This design comes from an exercise in tuning for small area, a short achievable clock period and few clock cycles on the open sky130 flow, not from production work. Where RTL was checked, it was by simulation tests only, not by an equivalence proof against the original.

==> module strv2_vlc_dec, before the edit <==
module strv2_vlc_dec (
    input  wire        clk,
    input  wire        rst,             
    input  wire        start,
    input  wire        cfg_qmode,       
    input  wire [5:0]  cfg_qscale,      
    input  wire [15:0] cfg_mbtotal,     
    input  wire        in_valid,
    output wire        in_ready,
    input  wire [15:0] in_data,
    output reg         out_valid,
    input  wire        out_ready,
    output reg  [15:0] out_data,
    output wire        done,            
    output wire        fault,           
    output wire [1:0]  err_code,        
    output reg  [31:0] bit_count,       
    output reg  [15:0] esc_zero_count   
);
    localparam [15:0] EOD_WORD = 16'hFE00;
    localparam [2:0] S_IDLE   = 3'd0,
                     S_DC     = 3'd1,
                     S_AC     = 3'd2,
                     S_DONE   = 3'd3,
                     S_FAULT1 = 3'd5,      
                     S_FAULT2 = 3'd6;      
    reg  [2:0]  state;
    reg         qmode;
    reg  [5:0]  qscale;
    reg  [15:0] mbleft;       
    reg  [2:0]  blk;
    reg  [4:0]  bits_last;    
    reg         esc0_last;    
    reg         eob_last;     
    reg  [46:0] sbuf;
    reg  [5:0]  q;
    wire        q_neg = q[5];
    wire st_dc    = (state == S_DC);
    wire st_ac    = (state == S_AC);
    wire decoding = st_dc || st_ac;
    wire st_fault = (state == S_FAULT1) || (state == S_FAULT2);
    wire room     = q_neg || !q[4];                  
    wire begin_fr = !decoding && start;
    assign in_ready = !decoding || room;
    assign done     = (state == S_DONE) && !out_valid;
    assign fault    = st_fault && !out_valid;
    assign err_code = {state == S_FAULT2, state == S_FAULT1};
    wire take = in_valid && in_ready;
    wire [52:0] ext = {sbuf, 6'd0};
    wire [21:0] win = ext[q[4:0] +: 22];
    wire [16:0] w = win[21:5];
    reg  [4:0]  ac_len;      
    reg         ac_eob, ac_esc, ac_err;
    reg         ac_sign;     
    always @(*) begin
        ac_eob = 1'b0; ac_esc = 1'b0; ac_err = 1'b0; ac_sign = 1'b0;
        casez (w[16:5])
            12'b10??????????: begin ac_len = 5'd2;  ac_eob = 1'b1; end
            12'b11??????????: begin ac_len = 5'd3;  ac_sign = w[14]; end
            12'b011?????????: begin ac_len = 5'd4;  ac_sign = w[13]; end
            12'b010?????????: begin ac_len = 5'd5;  ac_sign = w[12]; end
            12'b00100???????: begin ac_len = 5'd9;  ac_sign = w[8]; end
            12'b001?????????: begin ac_len = 5'd6;  ac_sign = w[11]; end
            12'b0001????????: begin ac_len = 5'd7;  ac_sign = w[10]; end
            12'b00001???????: begin ac_len = 5'd8;  ac_sign = w[9]; end
            12'b000001??????: begin ac_len = 5'd22; ac_esc = 1'b1; end
            12'b0000001?????: begin ac_len = 5'd11; ac_sign = w[6]; end
            12'b00000001????: begin ac_len = 5'd13; ac_sign = w[4]; end
            12'b000000001???: begin ac_len = 5'd14; ac_sign = w[3]; end
            12'b0000000001??: begin ac_len = 5'd15; ac_sign = w[2]; end
            12'b00000000001?: begin ac_len = 5'd16; ac_sign = w[1]; end
            12'b000000000001: begin ac_len = 5'd17; ac_sign = w[0]; end
            default:          begin ac_len = 5'd12; ac_err = 1'b1; end
        endcase
    end
    wire [5:0] t_run;
    wire [5:0] t_level;
    strv2_ac_table u_table (
        .win   (w),
        .run   (t_run),
        .level (t_level)
    );
    wire [5:0]  lv_low   = {|t_level[4:0], |t_level[3:0], |t_level[2:0],
                            |t_level[1:0], t_level[0], 1'b0};    
    wire [9:0]  ac_bot   = {{4{ac_sign}}, t_level ^ ({6{ac_sign}} & lv_low)};
    wire [15:0] esc_word = win[15:0];
    wire [15:0] dc_word  = qmode ? win[21:6] : {qscale, win[21:12]};
    wire [15:0] word = st_dc ? dc_word : ac_esc ? esc_word : ac_eob ? EOD_WORD : {t_run, ac_bot};
    wire [4:0]  len  = st_dc ? (qmode ? 5'd16 : 5'd10) : ac_len;
    wire        esc_code   = (w[16:11] == 6'b000001);
    wire        short_code = |w[16:12];
    wire        ge17       = !q_neg && (q[4:0] != 5'd0);
    wire        ge22       = !q_neg && (q[4:0] >= 5'd6);
    wire        have = ge22 || (!q_neg && (st_dc || short_code)) || (ge17 && !esc_code);
    wire        bad  = st_dc ? (dc_word == EOD_WORD) :
                       (ac_err || (ac_esc && esc_word == EOD_WORD));
    wire out_free = !out_valid || out_ready;
    wire go       = decoding && out_free && have;
    wire emit     = go && !bad;
    wire last_blk = (blk == 3'd5);
    wire last_mb  = (mbleft == 16'd1);
    wire [5:0] q_in = q + (take ? 6'd16 : 6'd0);
    wire [5:0] q0  = take ? 6'b000000 : 6'b110000;    
    always @(posedge clk) begin
        if (take)
            sbuf <= {sbuf[30:0], in_data};
        if (out_free)
            out_data <= word;
        if (begin_fr) begin
            qmode  <= cfg_qmode;
            qscale <= cfg_qscale;
        end
        q         <= begin_fr ? q0 : emit ? (q_in - {1'b0, len}) : q_in;
        bits_last <= emit ? len : 5'd0;
        esc0_last <= emit && st_ac && ac_esc && (esc_word[9:0] == 10'd0);
        eob_last  <= emit && st_ac && ac_eob;
        bit_count      <= begin_fr ? 32'd0 : bit_count + {27'd0, bits_last};
        esc_zero_count <= begin_fr ? 16'd0 : esc_zero_count + {15'd0, esc0_last};
        if (begin_fr) begin
            mbleft <= cfg_mbtotal;
            blk    <= 3'd0;
        end else if (eob_last) begin
            if (last_blk) begin
                blk    <= 3'd0;
                mbleft <= mbleft - 16'd1;
            end else begin
                blk <= blk + 3'd1;
            end
        end
    end
    always @(posedge clk) begin
        if (rst) begin
            state     <= S_IDLE;
            out_valid <= 1'b0;
        end else begin
            if (out_valid && out_ready)
                out_valid <= 1'b0;
            if (begin_fr) begin
                if (cfg_mbtotal == 16'd0 || (!cfg_qmode && cfg_qscale == 6'd0))
                    state <= S_FAULT2;
                else
                    state <= S_DC;
            end else if (decoding) begin
                if (go && bad)
                    state <= S_FAULT1;
                if (emit) begin
                    out_valid <= 1'b1;
                    if (st_dc)
                        state <= S_AC;
                    if (st_ac && ac_eob)
                        state <= (last_blk && last_mb) ? S_DONE : S_DC;
                end
            end
        end
    end
endmodule
==> flow/config.mk <==
export PLATFORM = sky130hd
export DESIGN_NAME = strv2_vlc_dec
export DESIGN_NICKNAME = strv2_vlc_dec
export VERILOG_FILES = /design/flow/design.v
export SDC_FILE = /design/flow/constraint.sdc
export NUM_CORES = 4
export LEC_CHECK = 0
export ABC_AREA = 1
export CAP_MARGIN = 20
export CORE_MARGIN = 2
export CORE_UTILIZATION = 40
export CTS_BUF_LIST = sky130_fd_sc_hd__clkbuf_8 sky130_fd_sc_hd__clkbuf_4
export PLACE_DENSITY = 0.6
export SETUP_SLACK_MARGIN = 3.75
export SLEW_MARGIN = 20
==> flow/constraint.sdc <==
create_clock -name core_clock -period 8.0 [get_ports {clk}]
set_input_delay 1.6000 -clock core_clock [delete_from_list [all_inputs] [get_ports {clk}]]
set_output_delay 1.6000 -clock core_clock [all_outputs]
set_load 0.01 [all_outputs]
run.sh (not shown) runs the stock make flow with config.mk's settings and CLKGATE_MAP_FILE= SYNTH_SCRIPT=/design/flow/synth_recipe.tcl, a recipe that flattens the netlist after the stock synthesis.
The first run went through all stages and came out clean.
Then changed:
--- a/flow/design.v
+++ b/flow/design.v
@@ -298,4 +298,5 @@
     wire [15:0] word = st_dc ? dc_word : ac_esc ? esc_word : ac_eob ? EOD_WORD : {t_run, ac_bot};
     wire [4:0]  len  = st_dc ? (qmode ? 5'd16 : 5'd10) : ac_len;
+    wire [5:0]  left = q - {1'b0, len};                
     wire        esc_code   = (w[16:11] == 6'b000001);
     wire        short_code = |w[16:12];
@@ -310,5 +311,5 @@
     wire last_blk = (blk == 3'd5);
     wire last_mb  = (mbleft == 16'd1);
-    wire [5:0] q_in = q + (take ? 6'd16 : 6'd0);
+    wire [5:0] add = take ? 6'd16 : 6'd0;
     wire [5:0] q0  = take ? 6'b000000 : 6'b110000;    
     always @(posedge clk) begin
@@ -321,5 +322,5 @@
             qscale <= cfg_qscale;
         end
-        q         <= begin_fr ? q0 : emit ? (q_in - {1'b0, len}) : q_in;
+        q         <= begin_fr ? q0 : emit ? (left + add) : (q + add);
         bits_last <= emit ? len : 5'd0;
         esc0_last <= emit && st_ac && ac_esc && (esc_word[9:0] == 10'd0);
Effect: Register-to-register slack degrades by 0.05 ns. Wire length went down by 8.1%. Setup slack loses 0.053 ns. Clock skew went down by 0.0066 ns. Fmax goes down by 1.3%. Die area went down by 4.3%. Via count drops by 6.3%. Utilization rises by 0.66 points. Global-route usage came out lower by 1.0 points. Non-clock buffer count increases by 2.
Testbench counts after the change, summed over its fixed seeds: cycles 12,142.
The RTL of the first run of this note was laid out without a check of its function.

==> port drivers added, routing unchanged <==
How much do the figures lean on ideal ports? The routed layouts below were timed once more, with nothing changed but the port constraints. Step 1, drivers: a clkbuf_16 drives clk and a buf_2 each remaining input, both assumed. Step 2 moves the port delays by t, midway between the first and last clock arrival at a register: inputs arrive t later, outputs are due t later. That takes back most of the time a late clock gives input paths. Slacks: no drivers / after step 1 / after step 2; pairs: no drivers / after step 1.
| run | shift t [ns] | setup WS [ns] | worst data-port slew with drivers (ns) |
|---|---|---|---|
| the first run | 0.516 | 3.930 / 3.911 / 3.905 | 0.05 |
| the second run | 0.497 | 3.877 / 3.877 / 3.877 | 0.06 |
After both steps every run listed still meets setup and hold. The setup slack of the first run, which loses most, moves by -0.019 ns with the drivers and by -0.025 ns with both steps.
